This is an optimization exercise on Yosys and OpenROAD, whose aim is small area, a short achievable clock period and few clock cycles, not a production implementation.
In this exercise RTL edits were held to simulation tests only and were not proved equivalent to the original.
Power is estimated from default activity; no workload was simulated.

==> job 3148 <==
## zcan_core
module zcan_core (
    input  wire        clk,
    input  wire        rst,         
    input  wire        cmd_valid,
    output wire        cmd_ready,
    input  wire [31:0] cmd_word,
    input  wire [3:0]  rd_idx,
    output reg  [31:0] rd_data,
    output wire        tx_valid,
    output reg  [7:0]  tx_data,
    input  wire        tx_ready
);
==> flow/config.mk <==
export PLATFORM = sky130hd
export DESIGN_NAME = zcan_core
export DESIGN_NICKNAME = zcan_core
export VERILOG_FILES = /design/flow/design.v
export SDC_FILE = /design/flow/constraint.sdc
export NUM_CORES = 4
export LEC_CHECK = 0
export CAP_MARGIN = 20
export CORE_MARGIN = 2
export CORE_UTILIZATION = 55
export CTS_BUF_LIST = sky130_fd_sc_hd__clkbuf_16
export CTS_CLUSTER_DIAMETER = 70
export CTS_CLUSTER_SIZE = 25
export PLACE_DENSITY = 0.65
export SETUP_SLACK_MARGIN = 4.6
export SLEW_MARGIN = 20
==> flow/constraint.sdc <==
create_clock -name core_clock -period 10.0 [get_ports {clk}]
set_input_delay 2.0000 -clock core_clock [delete_from_list [all_inputs] [get_ports {clk}]]
set_output_delay 2.0000 -clock core_clock [all_outputs]
set_load 0.01 [all_outputs]
run.sh (not shown) runs the stock make flow with config.mk's settings and CLKGATE_MAP_FILE= SYNTH_SCRIPT=/design/flow/synth_recipe.tcl, a recipe that flattens the netlist after the stock synthesis.
==> job 6931: changes against job 3148 <==
--- a/flow/design.v
+++ b/flow/design.v
@@ -71,22 +71,30 @@
             OP_TX_BYTE, OP_TX_CRC:                   fmt_b = 1'b1;
             OP_SETLO, OP_SETHI:                      fmt_r = 1'b1;
             default: ;
         endcase
     end
-    reg [3:0] err_cause;
+    reg [3:0] err_cause;    
     always @(*) begin
+        err_cause = 4'd0;
         if (!(fmt_n | fmt_b | fmt_r))
             err_cause = C_ILLEGAL_OPC;
-        else if (cmd_word[23:20] != 4'd0 || (fmt_n && cmd_word[19:0] != 20'd0) ||
-                 (fmt_b && cmd_word[19:8] != 12'd0))
+        else if (cmd_word[23:20] != 4'd0)
             err_cause = C_RESERVED_NZ;
-        else if (fmt_r)
+        else if (fmt_n && cmd_word[19:0] != 20'd0)
+            err_cause = C_RESERVED_NZ;
+        else if (fmt_b && cmd_word[19:8] != 12'd0)
+            err_cause = C_RESERVED_NZ;
+        else if (fmt_r && reg_i > 4'd5)
             err_cause = C_BAD_REG;
-        else if (opc == OP_CRC_CFG || (opc == OP_TX_CRC && b8 != 8'd1 && b8 != 8'd2))
+        else if (opc == OP_CRC_CFG && b8 > 8'd1)
             err_cause = C_BAD_IMM;
-        else
+        else if (opc == OP_TX_CRC && b8 != 8'd1 && b8 != 8'd2)
+            err_cause = C_BAD_IMM;
+        else if (opc == OP_TX_SOF && tx_in_frame)
+            err_cause = C_TX_SEQ;
+        else if ((opc == OP_TX_BYTE || opc == OP_TX_CRC || opc == OP_TX_EOF) && !tx_in_frame)
             err_cause = C_TX_SEQ;
     end
     wire xfer  = cmd_valid & cmd_ready;
     wire z_ok  = (cmd_word[23:20] == 4'd0);
     wire n_ok  = z_ok && (cmd_word[19:0] == 20'd0);
Settings changed: CORE_UTILIZATION 55 to 40, PLACE_DENSITY 0.65 to not set, SETUP_SLACK_MARGIN 4.6 to 4.9.
==> job 1960: changes against job 3148 <==
--- a/flow/design.v
+++ b/flow/design.v
@@ -71,22 +71,30 @@
             OP_TX_BYTE, OP_TX_CRC:                   fmt_b = 1'b1;
             OP_SETLO, OP_SETHI:                      fmt_r = 1'b1;
             default: ;
         endcase
     end
-    reg [3:0] err_cause;
+    reg [3:0] err_cause;    
     always @(*) begin
+        err_cause = 4'd0;
         if (!(fmt_n | fmt_b | fmt_r))
             err_cause = C_ILLEGAL_OPC;
-        else if (cmd_word[23:20] != 4'd0 || (fmt_n && cmd_word[19:0] != 20'd0) ||
-                 (fmt_b && cmd_word[19:8] != 12'd0))
+        else if (cmd_word[23:20] != 4'd0)
             err_cause = C_RESERVED_NZ;
-        else if (fmt_r)
+        else if (fmt_n && cmd_word[19:0] != 20'd0)
+            err_cause = C_RESERVED_NZ;
+        else if (fmt_b && cmd_word[19:8] != 12'd0)
+            err_cause = C_RESERVED_NZ;
+        else if (fmt_r && reg_i > 4'd5)
             err_cause = C_BAD_REG;
-        else if (opc == OP_CRC_CFG || (opc == OP_TX_CRC && b8 != 8'd1 && b8 != 8'd2))
+        else if (opc == OP_CRC_CFG && b8 > 8'd1)
             err_cause = C_BAD_IMM;
-        else
+        else if (opc == OP_TX_CRC && b8 != 8'd1 && b8 != 8'd2)
+            err_cause = C_BAD_IMM;
+        else if (opc == OP_TX_SOF && tx_in_frame)
+            err_cause = C_TX_SEQ;
+        else if ((opc == OP_TX_BYTE || opc == OP_TX_CRC || opc == OP_TX_EOF) && !tx_in_frame)
             err_cause = C_TX_SEQ;
     end
     wire xfer  = cmd_valid & cmd_ready;
     wire z_ok  = (cmd_word[23:20] == 4'd0);
     wire n_ok  = z_ok && (cmd_word[19:0] == 20'd0);
Settings changed: CTS_CLUSTER_DIAMETER 70 to 80, CTS_CLUSTER_SIZE 25 to 30.
==> job 3344: changes against job 3148 <==
--- a/flow/design.v
+++ b/flow/design.v
@@ -49,13 +49,16 @@
     reg [7:0]    q_data [0:QD-1];
     reg [QW-1:0] q_rd, q_wr;
     reg [QW:0]   q_cnt;
     reg          q_phase;        
     reg          q_f1, q_f2;     
+    wire         pop;
     wire   maybe_tx  = cmd_word[29] & cmd_word[28] & cmd_word[27];
     wire   tx_crc2   = cmd_word[25] & ~cmd_word[24] & cmd_word[1];
-    assign cmd_ready = ~maybe_tx | q_f2 | (q_f1 & ~tx_crc2);
+    wire   q_room1   = q_f1 | pop;
+    wire   q_room2   = q_f2 | (q_f1 & pop);
+    assign cmd_ready = ~maybe_tx | q_room2 | (q_room1 & ~tx_crc2);
     wire [7:0]  opc   = cmd_word[31:24];
     wire [3:0]  reg_i = cmd_word[19:16];
     wire [15:0] imm16 = cmd_word[15:0];
     wire [7:0]  b8    = cmd_word[7:0];
     reg fmt_n, fmt_b, fmt_r;
@@ -71,43 +74,62 @@
             OP_TX_BYTE, OP_TX_CRC:                   fmt_b = 1'b1;
             OP_SETLO, OP_SETHI:                      fmt_r = 1'b1;
             default: ;
         endcase
     end
-    reg [3:0] err_cause;
+    reg [3:0] err_cause;    
     always @(*) begin
+        err_cause = 4'd0;
         if (!(fmt_n | fmt_b | fmt_r))
             err_cause = C_ILLEGAL_OPC;
-        else if (cmd_word[23:20] != 4'd0 || (fmt_n && cmd_word[19:0] != 20'd0) ||
-                 (fmt_b && cmd_word[19:8] != 12'd0))
+        else if (cmd_word[23:20] != 4'd0)
             err_cause = C_RESERVED_NZ;
-        else if (fmt_r)
+        else if (fmt_n && cmd_word[19:0] != 20'd0)
+            err_cause = C_RESERVED_NZ;
+        else if (fmt_b && cmd_word[19:8] != 12'd0)
+            err_cause = C_RESERVED_NZ;
+        else if (fmt_r && reg_i > 4'd5)
             err_cause = C_BAD_REG;
-        else if (opc == OP_CRC_CFG || (opc == OP_TX_CRC && b8 != 8'd1 && b8 != 8'd2))
+        else if (opc == OP_CRC_CFG && b8 > 8'd1)
+            err_cause = C_BAD_IMM;
+        else if (opc == OP_TX_CRC && b8 != 8'd1 && b8 != 8'd2)
             err_cause = C_BAD_IMM;
-        else
+        else if (opc == OP_TX_SOF && tx_in_frame)
+            err_cause = C_TX_SEQ;
+        else if ((opc == OP_TX_BYTE || opc == OP_TX_CRC || opc == OP_TX_EOF) && !tx_in_frame)
             err_cause = C_TX_SEQ;
     end
     wire xfer  = cmd_valid & cmd_ready;
     wire z_ok  = (cmd_word[23:20] == 4'd0);
     wire n_ok  = z_ok && (cmd_word[19:0] == 20'd0);
     wire b_ok  = z_ok && (cmd_word[19:8] == 12'd0);
     wire r_ok  = z_ok && (reg_i <= 4'd5);
-    wire do_setlo = xfer && opc == OP_SETLO && r_ok;
-    wire do_sethi = xfer && opc == OP_SETHI && r_ok;
-    wire do_eclr  = xfer && opc == OP_ERR_CLR && n_ok;
-    wire do_cfg   = xfer && opc == OP_CRC_CFG && b_ok && b8[7:1] == 7'd0;
-    wire do_init  = xfer && opc == OP_CRC_INIT && n_ok;
-    wire do_byte  = xfer && opc == OP_CRC_BYTE && b_ok;
-    wire do_codec = xfer && opc[7:4] == 4'h2 && opc[3:0] <= 4'h9 && n_ok;
-    wire do_sof   = xfer && opc == OP_TX_SOF && n_ok && !tx_in_frame;
-    wire do_txb   = xfer && opc == OP_TX_BYTE && b_ok && tx_in_frame;
-    wire do_txc   = xfer && opc == OP_TX_CRC && b_ok && b8[7:2] == 6'd0 && (b8[1] ^ b8[0]) && tx_in_frame;
-    wire do_eof   = xfer && opc == OP_TX_EOF && n_ok && tx_in_frame;
-    wire do_none  = xfer && (((opc == OP_NOP || opc == OP_RX_RESET) && n_ok) || (opc == OP_RX_BYTE && b_ok));
-    wire bad      = xfer && !(do_setlo | do_sethi | do_eclr | do_cfg | do_init | do_byte | do_codec |
-                              do_sof | do_txb | do_txc | do_eof | do_none);
+    wire ok_setlo = opc == OP_SETLO && r_ok;
+    wire ok_sethi = opc == OP_SETHI && r_ok;
+    wire ok_eclr  = opc == OP_ERR_CLR && n_ok;
+    wire ok_cfg   = opc == OP_CRC_CFG && b_ok && b8[7:1] == 7'd0;
+    wire ok_init  = opc == OP_CRC_INIT && n_ok;
+    wire ok_byte  = opc == OP_CRC_BYTE && b_ok;
+    wire ok_codec = opc[7:4] == 4'h2 && opc[3:0] <= 4'h9 && n_ok;
+    wire ok_sof   = opc == OP_TX_SOF && n_ok && !tx_in_frame;
+    wire ok_txb   = opc == OP_TX_BYTE && b_ok && tx_in_frame;
+    wire ok_txc   = opc == OP_TX_CRC && b_ok && b8[7:2] == 6'd0 && (b8[1] ^ b8[0]) && tx_in_frame;
+    wire ok_eof   = opc == OP_TX_EOF && n_ok && tx_in_frame;
+    wire ok_none  = ((opc == OP_NOP || opc == OP_RX_RESET) && n_ok) || (opc == OP_RX_BYTE && b_ok);
+    wire do_setlo = cmd_valid && ok_setlo;
+    wire do_sethi = cmd_valid && ok_sethi;
+    wire do_eclr  = cmd_valid && ok_eclr;
+    wire do_cfg   = cmd_valid && ok_cfg;
+    wire do_init  = cmd_valid && ok_init;
+    wire do_byte  = cmd_valid && ok_byte;
+    wire do_codec = cmd_valid && ok_codec;
+    wire do_sof   = cmd_valid && q_room1 && ok_sof;
+    wire do_txb   = cmd_valid && q_room1 && ok_txb;
+    wire do_txc   = cmd_valid && (b8[1] ? q_room2 : q_room1) && ok_txc;
+    wire do_eof   = cmd_valid && q_room1 && ok_eof;
+    wire bad      = xfer && !(ok_setlo | ok_sethi | ok_eclr | ok_cfg | ok_init | ok_byte | ok_codec |
+                              ok_sof | ok_txb | ok_txc | ok_eof | ok_none);
     reg [7:0]  crc_a;
     reg [7:0]  crc_t;
     reg [31:0] crc_next;
     wire [7:0] crc_d = crc[7:0] ^ (b8 & crc_mask[7:0]);
     integer j, k;
@@ -200,27 +222,36 @@
     wire [7:0] e1_data = crc[15:8];
     wire       h_raw  = q_raw[q_rd];
     wire [7:0] h_data = q_data[q_rd];
     wire       h_esc  = (h_data == 8'h01) || (h_data == 8'h10) || (h_data == 8'h17);
     reg        h_last;
+    reg  [7:0] h_byte;
     always @(*) begin
         if (h_raw) begin
-            tx_data = h_data;
-            h_last  = h_data[4] || q_phase;
+            h_byte = h_data;
+            h_last = h_data[4] || q_phase;
         end else begin
-            tx_data = (h_esc && !q_phase) ? 8'h10 : (h_data ^ {2'b00, h_esc, 5'd0});
-            h_last  = !h_esc || q_phase;
+            h_byte = (h_esc && !q_phase) ? 8'h10 : (h_data ^ {2'b00, h_esc, 5'd0});
+            h_last = !h_esc || q_phase;
         end
     end
-    assign tx_valid = (q_cnt != 0);
-    wire   tx_go  = tx_valid & tx_ready;
-    wire   pop    = tx_go & h_last;
+    reg    ob_valid;
+    assign tx_valid = ob_valid;
+    wire   ob_load = !ob_valid || tx_ready;
+    wire   tx_go   = ob_load && (q_cnt != 0);
+    assign pop     = tx_go & h_last;
+    function q_le(input integer k);    
+        q_le = (k >= 0) && ({{(31-QW){1'b0}}, q_cnt} <= k);
+    endfunction
     wire [QW:0] q_cnt_next = q_cnt + {{QW{1'b0}}, push1} + {{QW{1'b0}}, push2} - {{QW{1'b0}}, pop};
     function [QW-1:0] q_inc(input [QW-1:0] p);
         q_inc = (p == QD - 1) ? {QW{1'b0}} : p + 1'b1;
     endfunction
     wire [QW-1:0] q_wr1 = q_inc(q_wr);
+    always @(posedge clk)
+        if (tx_go)
+            tx_data <= h_byte;
     integer s;
     always @(posedge clk) begin
         for (s = 0; s < QD; s = s + 1) begin
             if (push1 && q_wr == s) begin
                 q_raw[s]  <= e0_raw;
@@ -238,15 +269,20 @@
             q_wr    <= {QW{1'b0}};
             q_cnt   <= {(QW+1){1'b0}};
             q_phase <= 1'b0;
             q_f1    <= 1'b1;
             q_f2    <= 1'b1;
+            ob_valid <= 1'b0;
         end else begin
+            if (ob_load)
+                ob_valid <= (q_cnt != 0);
             q_wr  <= push2 ? q_inc(q_wr1) : push1 ? q_wr1 : q_wr;
             q_cnt <= q_cnt_next;
-            q_f1  <= (q_cnt_next <= QD - 1);
-            q_f2  <= (q_cnt_next <= QD - 2);
+            q_f1  <= pop ? (push2 ? q_le(QD - 2) : push1 ? q_le(QD - 1) : 1'b1)
+                         : (push2 ? q_le(QD - 3) : push1 ? q_le(QD - 2) : q_le(QD - 1));
+            q_f2  <= pop ? (push2 ? q_le(QD - 3) : push1 ? q_le(QD - 2) : q_le(QD - 1))
+                         : (push2 ? q_le(QD - 4) : push1 ? q_le(QD - 3) : q_le(QD - 2));
             if (tx_go) begin
                 q_phase <= !h_last;
                 if (h_last)
                     q_rd <= q_inc(q_rd);
             end
Settings changed: CORE_UTILIZATION 55 to 40, PLACE_DENSITY 0.65 to not set, SETUP_SLACK_MARGIN 4.6 to 4.9.
==> summary.txt <==
Worst-case setup margin in the final layout: job 3344 4.51 ns; job 3148 4.48 ns; job 6931 4.56 ns; job 1960 4.53 ns
Total area of multi-input combinational cells: job 3344 14600 um2; job 3148 13900 um2; job 6931 14600 um2; job 1960 14400 um2
Sequential share of the synthesized area: job 3344 31.2%; job 3148 30.9%; job 6931 30.1%; job 1960 30.1%
Synthesized area: job 3344 21600 um2; job 3148 21000 um2; job 6931 21500 um2; job 1960 21500 um2
Cell repeated most along the worst path: job 3344 sky130_fd_sc_hd__buf_12; job 3148 sky130_fd_sc_hd__buf_6; job 6931 sky130_fd_sc_hd__buf_12; job 1960 -
Switching fraction of total power: job 3344 32.6%; job 3148 29.5%; job 6931 30.6%; job 1960 31.5%
Fraction of synthesized cell area taken by the top area cell type: job 3344 25.7%; job 3148 26.3%; job 6931 25.7%; job 1960 25.7%
GR Util met3: job 3344 6.88%; job 3148 6.68%; job 6931 4.69%; job 1960 8.96%
Slowest stage cell, crit path: job 3344 sky130_fd_sc_hd__nand4_1; job 3148 sky130_fd_sc_hd__a222oi_1; job 6931 sky130_fd_sc_hd__nor3_4; job 1960 sky130_fd_sc_hd__nor2_4
Core utilization of the finished layout: job 3344 49.1%; job 3148 64.3%; job 6931 47.0%; job 1960 62.9%
Worst hold margin: job 3344 0.477 ns; job 3148 0.456 ns; job 6931 0.454 ns; job 1960 0.455 ns
Initial Utilization: job 3344 40.3%; job 3148 55.8%; job 6931 40.2%; job 1960 55.7%
Mean instance size in the synthesized netlist: job 3344 8.01 um2; job 3148 7.95 um2; job 6931 7.51 um2; job 1960 7.51 um2
Dpl ws: job 3344 3.18 ns; job 3148 3.20 ns; job 6931 2.78 ns; job 1960 3.21 ns
Run status: job 3344 timing/DRC/antenna clean; job 3148 timing/DRC/antenna clean; job 6931 timing/DRC/antenna clean; job 1960 timing/DRC/antenna clean
Leakage dissipation: job 3344 9.93 nW; job 3148 8.90 nW; job 6931 9.24 nW; job 1960 8.92 nW
Worst-case headroom to the max-slew limit: job 3344 31.3%; job 3148 25.1%; job 6931 24.6%; job 1960 26.1%
Proportion of synthesized area in mux cells: job 3344 2.72%; job 3148 3.49%; job 6931 1.86%; job 1960 1.86%
Clock sink total: job 3344 317; job 3148 308; job 6931 308; job 1960 308
Global routing usage on met1: job 3344 38.1%; job 3148 57.1%; job 6931 41.2%; job 1960 57.2%
Relative area change from synthesis to final layout: job 3344 21.9%; job 3148 15.2%; job 6931 16.9%; job 1960 13.0%
Post-synthesis compound-gate area fraction: job 3344 20.8%; job 3148 21.2%; job 6931 21.2%; job 1960 21.2%
Maximum operating frequency: job 3344 182 MHz; job 3148 181 MHz; job 6931 184 MHz; job 1960 183 MHz
Number of optimization iterations in the first detailed-route pass: job 3344 9; job 3148 8; job 6931 6; job 1960 13
Testbench counts of job 3148, summed over its fixed seeds: cycles 6,305.
Testbench counts of job 6931, summed over its fixed seeds: cycles 6,305.
Testbench counts of job 1960, summed over its fixed seeds: cycles 6,305.
Testbench counts of job 3344, summed over its fixed seeds: cycles 6,192.

separate check: timing with driven ports:
The flow's constraints put no driver on any port. The routed layouts listed below were extracted and timed again, unchanged, in two steps. Step 1 (the two cells are an assumption about what drives the block):
set clk [get_ports {clk}]
set_driving_cell -lib_cell sky130_fd_sc_hd__clkbuf_16 $clk
set_driving_cell -lib_cell sky130_fd_sc_hd__buf_2 [delete_from_list [all_inputs] $clk]
Step 2 moves the port delays by t, midway between the first and last clock arrival at a register: inputs arrive t later, outputs are due t later. That takes back most of the time a late clock gives input paths. Slacks: ideal / step 1 / step 2; pairs: ideal / step 1.
| run | t, ns | setup WS [ns] | worst hold slack (ns) | worst slew at a driven data input, ns |
|---|---|---|---|---|
| job 3148 | 0.635 | 4.480 / 4.397 / 4.105 | 0.456 / 0.456 / 0.456 | 0.10 |
| job 6931 | 0.625 | 4.559 / 4.511 / 4.398 | 0.454 / 0.454 / 0.454 | 0.13 |
| job 1960 | 0.603 | 4.532 / 4.478 / 4.120 | 0.455 / 0.455 / 0.455 | 0.08 |
| job 3344 | 0.641 | 4.513 / 4.429 / 4.361 | 0.477 / 0.477 / 0.477 | 0.12 |
After both steps setup and hold are still met in every run listed. The setup slack of job 1960, which loses most, moves by -0.054 ns with the drivers and by -0.412 ns with both steps.
